What follows belongs to an exercise in optimizing a design on an open flow for small area, a short achievable clock period and few clock cycles; a production flow would make more cautious choices.
Only simulation tests tie the RTL to the original design; equivalence was not proved.
Power figures rest on the tool's default switching activity, not on a simulated workload.

==> job 8573: inputs <==
==> flow/design.v (excerpt) <==
module dbrc (
    input  wire         clk,
    input  wire         rst,
    input  wire         cmd_valid,
    output wire         cmd_ready,
    input  wire [127:0] cmd_data,
    output reg          rsp_valid,
    output wire [135:0] rsp_data,
    output wire         alloc_req,
    output wire [31:0]  alloc_count,
    input  wire         alloc_ack,
    input  wire [31:0]  alloc_addr,
    output wire         mem_req,
    output wire         mem_we,
    output wire [31:0]  mem_addr,
    output wire [31:0]  mem_wdata,
    input  wire         mem_gnt,
    input  wire [31:0]  mem_rdata,
    output wire         fatal
);
clock: 11.0 ns
lec_check: 0
cap_margin: 20
core_margin: 2
core_utilization: 40
place_density: 0.6
slew_margin: 20
standard.sh (not shown) runs the stock make flow with config.mk's settings and CLKGATE_MAP_FILE= SYNTH_SCRIPT=/design/flow/synth_recipe.tcl, a recipe that flattens the netlist after the stock synthesis.
==> flow/flow/run.sh <==
#!/bin/bash
# Own layout flow: the standard ORFS layout (standard.sh, with the standard
# synthesis unchanged) with two changes in how the layout is made:
#  * the port buffers are buf_2 cells instead of the delay-cell buffers that
#    buffer_ports picks by default (every port still gets its own buffer);
#  * repair_timing aims for 7.5 ns of setup margin at the design's clock,
#    so the layout is optimised beyond the 11 ns the SDC asks for.
# The SDC, clock period and I/O constraints are the design's, untouched.
# make's full output goes to standard.log in the work folder.
set -euo pipefail
export BUFFER_PORTS_ARGS="-buffer_cell sky130_fd_sc_hd__buf_2"
bash standard.sh "BUFFER_PORTS_ARGS=$BUFFER_PORTS_ARGS" SETUP_SLACK_MARGIN=7.5 finish > standard.log 2>&1
==> job 8277 (differences from job 8573) <==
--- a/flow/design.v
+++ b/flow/design.v
@@ -51,20 +51,26 @@
     reg [9:0]  st;
     reg        o_init, o_destroy, o_ras, o_pend, o_flip, o_getback, o_mkgfx,
                o_copy, o_isba, o_setfg, o_setbgc, o_bgref, o_rr;
     reg [3:0]  sub_r;
     reg        w1z_r, w2z_r, w3z_r, w2hz_r;
     reg [15:0] r1_r;             
+    reg [10:0] r3_r;             
+    reg        k_gb, k_rin;      
+    reg [16:0] tph_r;            
     reg [31:0] w1_r;             
+    reg [31:0] r2_r;             
+    reg        k_rok;            
     reg [31:0] dst_ptr;          
     reg [31:0] src_ptr, bg_ptr;
     reg [31:0] addr_r;           
     reg [31:0] wd_r;             
     reg [32:0] word_r;           
     reg [10:0] wc;               
     reg        al2;              
+    reg        addm;             
     reg        mreq_r, mwe_r;
     reg [1:0]  stc;
     wire gnt = mem_gnt;
     wire [7:0]  i_opc = cmd_data[127:120];
     wire        i_ok  = (cmd_data[111:96] == 16'd0) && (cmd_data[119:116] == 4'd0);
     wire s_z    = (sub_r == 4'd0);
@@ -84,22 +90,24 @@
     wire c_rr      = o_rr && (sub_r <= 4'd9) && w123z;
     wire c_illegal = !(c_init || c_destroy || c_ras || c_pend || c_flip || c_getback ||
                        c_mkgfx || c_copy || c_isba || c_setfg || c_setbgc || c_bgref || c_rr);
     wire c_rdy = c_destroy || c_ras || c_pend || c_flip || c_getback || c_mkgfx ||
                  c_copy || c_isba || c_setfg || c_setbgc || c_bgref;
     wire not_admitted = (c_init && ready) || (c_rdy && !ready);
-    wire is_init = c_init;
-    wire is_ras  = c_ras;
-    wire is_copy = c_copy;
+    wire is_init = o_init;
+    wire is_ras  = o_ras;
+    wire is_copy = o_copy;
     wire [31:0] front_base = active_index ? plane_base1 : plane_base0;
     wire [31:0] back_base  = active_index ? plane_base0 : plane_base1;
     function in_window(input [31:0] a);
         in_window = (a[31:20] == 12'h200) || (a[31:20] == 12'h400);
     endfunction
-    wire        local_zero = (word_r[16:0] == 17'd0);
-    wire        in_range   = !word_r[16] && (word_r[15:0] < height_r);
+    wire [15:0] line       = word_r[15:0];
+    wire        local_zero = (line == top_line_r);
+    wire        in_range   = (line >= top_line_r) && ({1'b0, line} < tph_r);
+    wire [15:0] local_l    = line - top_line_r;
     wire        flip_step  = is_ras && local_zero && flip_pending;
     wire        act_after  = active_index ^ flip_step;
     wire sel_plane = sub_r[1] ? (active_index ^ sub_r[0]) : sub_r[0];
     wire wpl_nz      = (width_r[15:5] != 11'd0);
     wire wpl_nz_init = (w1_r[15:5] != 11'd0);
     wire back_in_win = in_window(back_base);
@@ -137,13 +145,15 @@
     wire mul_end   = (wc[10:1] == 10'd0);
     wire row_end   = (word_r[32:2] == 31'd0);       
     wire last_word = (wc == 11'd1);
     wire last_row  = (bg_ptr[17:2] == 16'hFFFE);    
     wire bg0_rd    = bg_present && !mem_rdata[0];   
     wire bg_next   = bg_present && !word_r[1];      
+    wire bg_cur    = bg_present && !word_r[0];      
     wire cp_done   = last_word && last_row;
+    wire row_done  = st[S_WR] ? (row_end && last_word) : cp_done;
     reg [9:0] nst;
     always @(*) begin
         nst[S_IDLE] = (st[S_IDLE] && !cmd_valid) ||
                       (st[S_DEC] && d_resp) ||
                       (st[S_AL] && alloc_ack && al2) ||
                       (st[S_WR] && gnt && row_end && last_word) ||
@@ -152,36 +162,36 @@
         nst[S_MUL]  = (st[S_DEC] && d_mul) || (st[S_MUL] && !mul_end);
         nst[S_AL]   = (st[S_DEC] && d_al) || (st[S_MUL] && mul_end && is_init) ||
                       (st[S_AL] && !(alloc_ack && al2));
         nst[S_RDW]  = (st[S_MUL] && mul_end && !is_init) || (st[S_RDW] && !gnt) ||
                       (st[S_WR] && gnt && row_end && !last_word);
         nst[S_RDBG] = (st[S_RDW] && gnt && bg0_rd) || (st[S_RDBG] && !gnt) ||
-                      (st[S_WR] && gnt && !row_end && bg_next);
+                      (st[S_WR] && (gnt ? (!row_end && bg_next) : bg_cur));
         nst[S_WR]   = (st[S_RDW] && gnt && !bg0_rd) || (st[S_RDBG] && gnt) ||
-                      (st[S_WR] && (!gnt || (!row_end && !bg_next)));
+                      (st[S_WR] && (gnt ? (!row_end && !bg_next) : !bg_cur));
         nst[S_CPR]  = (st[S_DEC] && d_copy) || (st[S_CPR] && !gnt) ||
-                      (st[S_CPW] && gnt && !cp_done);
-        nst[S_CPW]  = (st[S_CPR] && gnt) || (st[S_CPW] && !gnt);
+                      (st[S_CPW] && !(gnt && cp_done));
+        nst[S_CPW]  = st[S_CPR] && gnt;
         nst[S_HALT] = (st[S_DEC] && d_halt) || st[S_HALT];
     end
-    wire [29:0] src_add = st[S_MUL] ? (wc[0] ? word_r[29:0] : 30'd0) : 30'd1;
-    wire [29:0] bg_add  = st[S_MUL] ? {(wc[0] ? word_r[24:0] : 25'd0), 5'd0} : 30'd1;
+    wire [29:0] src_add = addm ? word_r[29:0] : 30'd1;
+    wire [29:0] bg_add  = addm ? {word_r[24:0], 5'd0} : 30'd1;
     wire [29:0] src_sum = src_ptr[31:2] + src_add;
     wire [29:0] bg_sum  = bg_ptr[31:2] + bg_add;
     wire [29:0] dst_inc = dst_ptr[31:2] + 30'd1;
     reg [31:0] src_d, bg_d, dst_d;
     always @(*) begin
         if (st[S_DEC])
             src_d = is_init ? 32'd0 : (act_after ? plane_base1 : plane_base0);
-        else if (st[S_MUL] || ((st[S_RDW] || st[S_CPR]) && gnt))
+        else if (addm || ((st[S_RDW] || st[S_CPW]) && gnt))
             src_d = {src_sum, src_ptr[1:0]};
         else
             src_d = src_ptr;
         if (st[S_DEC])
             bg_d = is_copy ? {14'd0, ~height_r, 2'd0} : bg_base;
-        else if (st[S_MUL] || (st[S_WR] && gnt) || (st[S_CPW] && gnt && last_word))
+        else if (addm || (st[S_WR] && gnt) || (st[S_CPW] && gnt && last_word))
             bg_d = {bg_sum, bg_ptr[1:0]};
         else
             bg_d = bg_ptr;
         if (st[S_IDLE])
             dst_d = cmd_data[31:0];
         else if (st[S_DEC] && is_copy)
@@ -191,19 +201,19 @@
         else
             dst_d = dst_ptr;
     end
     assign cmd_ready   = st[S_IDLE];
     assign fatal       = st[S_HALT];
     assign alloc_req   = st[S_AL];
-    assign alloc_count = {2'd0, src_ptr[31:2]};
+    assign alloc_count = {2'd0, addr_r[31:2]};      
     assign mem_req     = mreq_r;
     assign mem_we      = mwe_r;
     assign mem_addr    = addr_r;
     assign mem_wdata   = wd_r;
-    assign rsp_data = {6'd0, stc, wd_r, 16'd0, r1_r, w1_r, 21'd0, wc};
-    wire pix_bit = st[S_RDW] ? mem_rdata[0] : word_r[1];
+    assign rsp_data = {6'd0, stc, wd_r, 16'd0, r1_r, r2_r, 21'd0, r3_r};
+    wire pix_bit = st[S_RDW] ? mem_rdata[0] : gnt ? word_r[1] : word_r[0];
     wire [31:0] pal_pix = pix_bit ? palette1 : palette0;
     always @(posedge clk) begin
         src_ptr <= src_d;
         bg_ptr  <= bg_d;
         dst_ptr <= dst_d;
         addr_r  <= nst[S_RDBG] ? bg_d :
@@ -227,50 +237,54 @@
             w2z_r     <= (cmd_data[63:32] == 32'd0);
             w3z_r     <= (cmd_data[31:0] == 32'd0);
             w2hz_r    <= (cmd_data[63:48] == 16'd0);
         end
         if (st[S_IDLE])
             w1_r <= cmd_data[95:64];
-        else if (st[S_DEC] && !(c_ras && ready))
-            w1_r <= d_gb ? {16'd0, height_r} : 32'd0;
         if (st[S_IDLE])
-            word_r <= {16'd0, {1'b0, cmd_data[47:32]} - {1'b0, top_line_r}};
-        else if (st[S_DEC] && is_init)
-            word_r <= {17'd0, w1_r[31:16]};
+            word_r[15:0] <= cmd_data[47:32];
+        else if (st[S_DEC])
+            word_r <= {17'd0, is_init ? w1_r[31:16] : local_l};
         else if (st[S_MUL])
             word_r <= {word_r[31:0], 1'b0};
         else if (st[S_RDW])
             word_r <= {1'b1, mem_rdata};
         else if (st[S_WR] && gnt)
             word_r <= {1'b0, word_r[32:1]};
         if (st[S_DEC])
             wd_r <= r0_val;
-        else if (st[S_RDW] || (st[S_WR] && gnt && !row_end))
-            wd_r <= pal_pix;
         else if (st[S_RDBG] || st[S_CPR])
             wd_r <= mem_rdata;
-        else if ((st[S_WR] || st[S_CPW]) && gnt)
+        else if (st[S_AL] || ((st[S_WR] || st[S_CPW]) && gnt && row_done))
             wd_r <= 32'd0;
+        else
+            wd_r <= pal_pix;
         if (st[S_DEC])
-            wc <= d_init ? w1_r[15:5] :
-                  (d_gb || d_mul || d_copy) ? width_r[15:5] : 11'd0;
+            wc <= is_init ? w1_r[15:5] : width_r[15:5];
         else if (st[S_MUL])
-            wc <= !mul_end ? {1'b0, wc[10:1]} : is_init ? 11'd0 : width_r[15:5];
-        else if (st[S_WR] && gnt && row_end)
-            wc <= last_word ? 11'd0 : wc - 11'd1;
-        else if (st[S_CPW] && gnt)
-            wc <= !last_word ? wc - 11'd1 : last_row ? 11'd0 : width_r[15:5];
+            wc <= mul_end ? width_r[15:5] : {1'b0, wc[10:1]};
+        else if ((st[S_WR] && gnt && row_end) || (st[S_CPW] && gnt))
+            wc <= last_word ? width_r[15:5] : wc - 11'd1;
+        addm <= nst[S_MUL] && (st[S_DEC] ? (is_init ? w1_r[5] : width_r[5]) : wc[1]);
         if (st[S_DEC])
             al2 <= 1'b0;
         else if (st[S_AL] && alloc_ack)
             al2 <= 1'b1;
         if (st[S_DEC]) begin
-            stc  <= c_illegal ? 2'd1 : not_admitted ? 2'd2 : 2'd0;
-            r1_r <= d_gb ? width_r :
-                    (c_ras && ready && in_range) ? {width_r[15:5], 5'd0} : 16'd0;
+            k_rok <= c_ras && ready;
+            k_gb  <= d_gb;
+            k_rin <= c_ras && ready && in_range;
         end
+        tph_r <= {1'b0, top_line_r} + {1'b0, height_r};
+        stc  <= !st[S_DEC] ? 2'd0 : c_illegal ? 2'd1 : not_admitted ? 2'd2 : 2'd0;
+        r1_r <= {width_r[15:5] & {11{st[S_DEC] ? (d_gb || (c_ras && ready && in_range)) :
+                                                 (k_gb || k_rin)}},
+                 width_r[4:0] & {5{st[S_DEC] ? d_gb : k_gb}}};
+        r3_r <= width_r[15:5] & {11{st[S_DEC] ? d_gb : k_gb}};
+        r2_r <= (st[S_DEC] ? (c_ras && ready) : k_rok) ? w1_r :
+                {16'd0, height_r & {16{st[S_DEC] ? d_gb : k_gb}}};
     end
     always @(posedge clk) begin
         if (rst) begin
             st        <= 10'd1 << S_IDLE;
             rsp_valid <= 1'b0;
             mreq_r    <= 1'b0;
==> flow/flow/run.sh (replaced) <==
#!/bin/bash
# Own layout flow: the standard ORFS layout (standard.sh, with the standard
# synthesis unchanged) with two changes in how the layout is made:
#  * the port buffers are buf_2 cells instead of the delay-cell buffers that
#    buffer_ports picks by default (every port still gets its own buffer);
#  * repair_timing aims for 7.35 ns of setup margin at the design's clock,
#    so the layout is optimised beyond the 11 ns the SDC asks for.
# The SDC, clock period and I/O constraints are the design's, untouched.
# make's full output goes to standard.log in the work folder.
set -euo pipefail
export BUFFER_PORTS_ARGS="-buffer_cell sky130_fd_sc_hd__buf_2"
bash standard.sh "BUFFER_PORTS_ARGS=$BUFFER_PORTS_ARGS" SETUP_SLACK_MARGIN=7.35 finish > standard.log 2>&1
==> notes <==
Against job 8573, the final cell count of job 8277 is larger by 0.41%.
Between job 8573 and job 8277, the lower clock skew is in job 8277 (gap 13 ps).
Of job 8573 and job 8277, job 8277 has the higher sequential share of layout area (gap 2.5 points).
Worst setup slack: job 8573 is worse than job 8277 (160 ps).
In job 8277 the first-iteration DRC count is lower than in job 8573, by about 11%.
Between job 8573 and job 8277, the lower global-route usage is in job 8277 (gap 1.9 points).
Between job 8573 and job 8277, the lower total power is in job 8573 (gap 7.5%, measured against job 8277).
Of job 8573 and job 8277, job 8277 has the higher clock power (gap about 7%, measured against job 8277).
Sequential power: job 8277 is higher than job 8573 (12%).
In job 8573 the cell area is smaller than in job 8277, by about 0.6%.
Testbench counts of job 8573, summed over its fixed seeds: cycles 251,090.
Testbench counts of job 8277, summed over its fixed seeds: cycles 251,090.

-- what the ideal ports hide --
The flow's constraints put no driver on any port. The routed layouts listed below were extracted and timed again, unchanged, in two steps.
Step 1 (the two cells are an assumption about what drives the block):
set clk [get_ports {clk}]
set_driving_cell -lib_cell sky130_fd_sc_hd__clkbuf_16 $clk
set_driving_cell -lib_cell sky130_fd_sc_hd__buf_2 [delete_from_list [all_inputs] $clk]
Step 2 adds t to the input delays and takes it off the output delays; t is the mean of the earliest and latest rising clock arrival at the registers after step 1. Input paths then give back, and output paths get back, about the clock's delay inside the block.
Three values: ideal, step 1, step 2; two values: the first two.
run	t (ns)	slack for setup (ns)	hold slack, ns	worst setup path after step 2	worst data-port slew with drivers (ns)
job 8573	0.700	7.126 / 7.156 / 6.457	0.468 / 0.468 / 0.468	input to register	0.19
job 8277	0.714	7.284 / 7.203 / 6.489	0.470 / 0.470 / 0.470	input to register	0.14
After both steps setup and hold are still met in every run listed. The setup slack of job 8277, which loses most, moves by -0.081 ns with the drivers and by -0.795 ns with both steps.
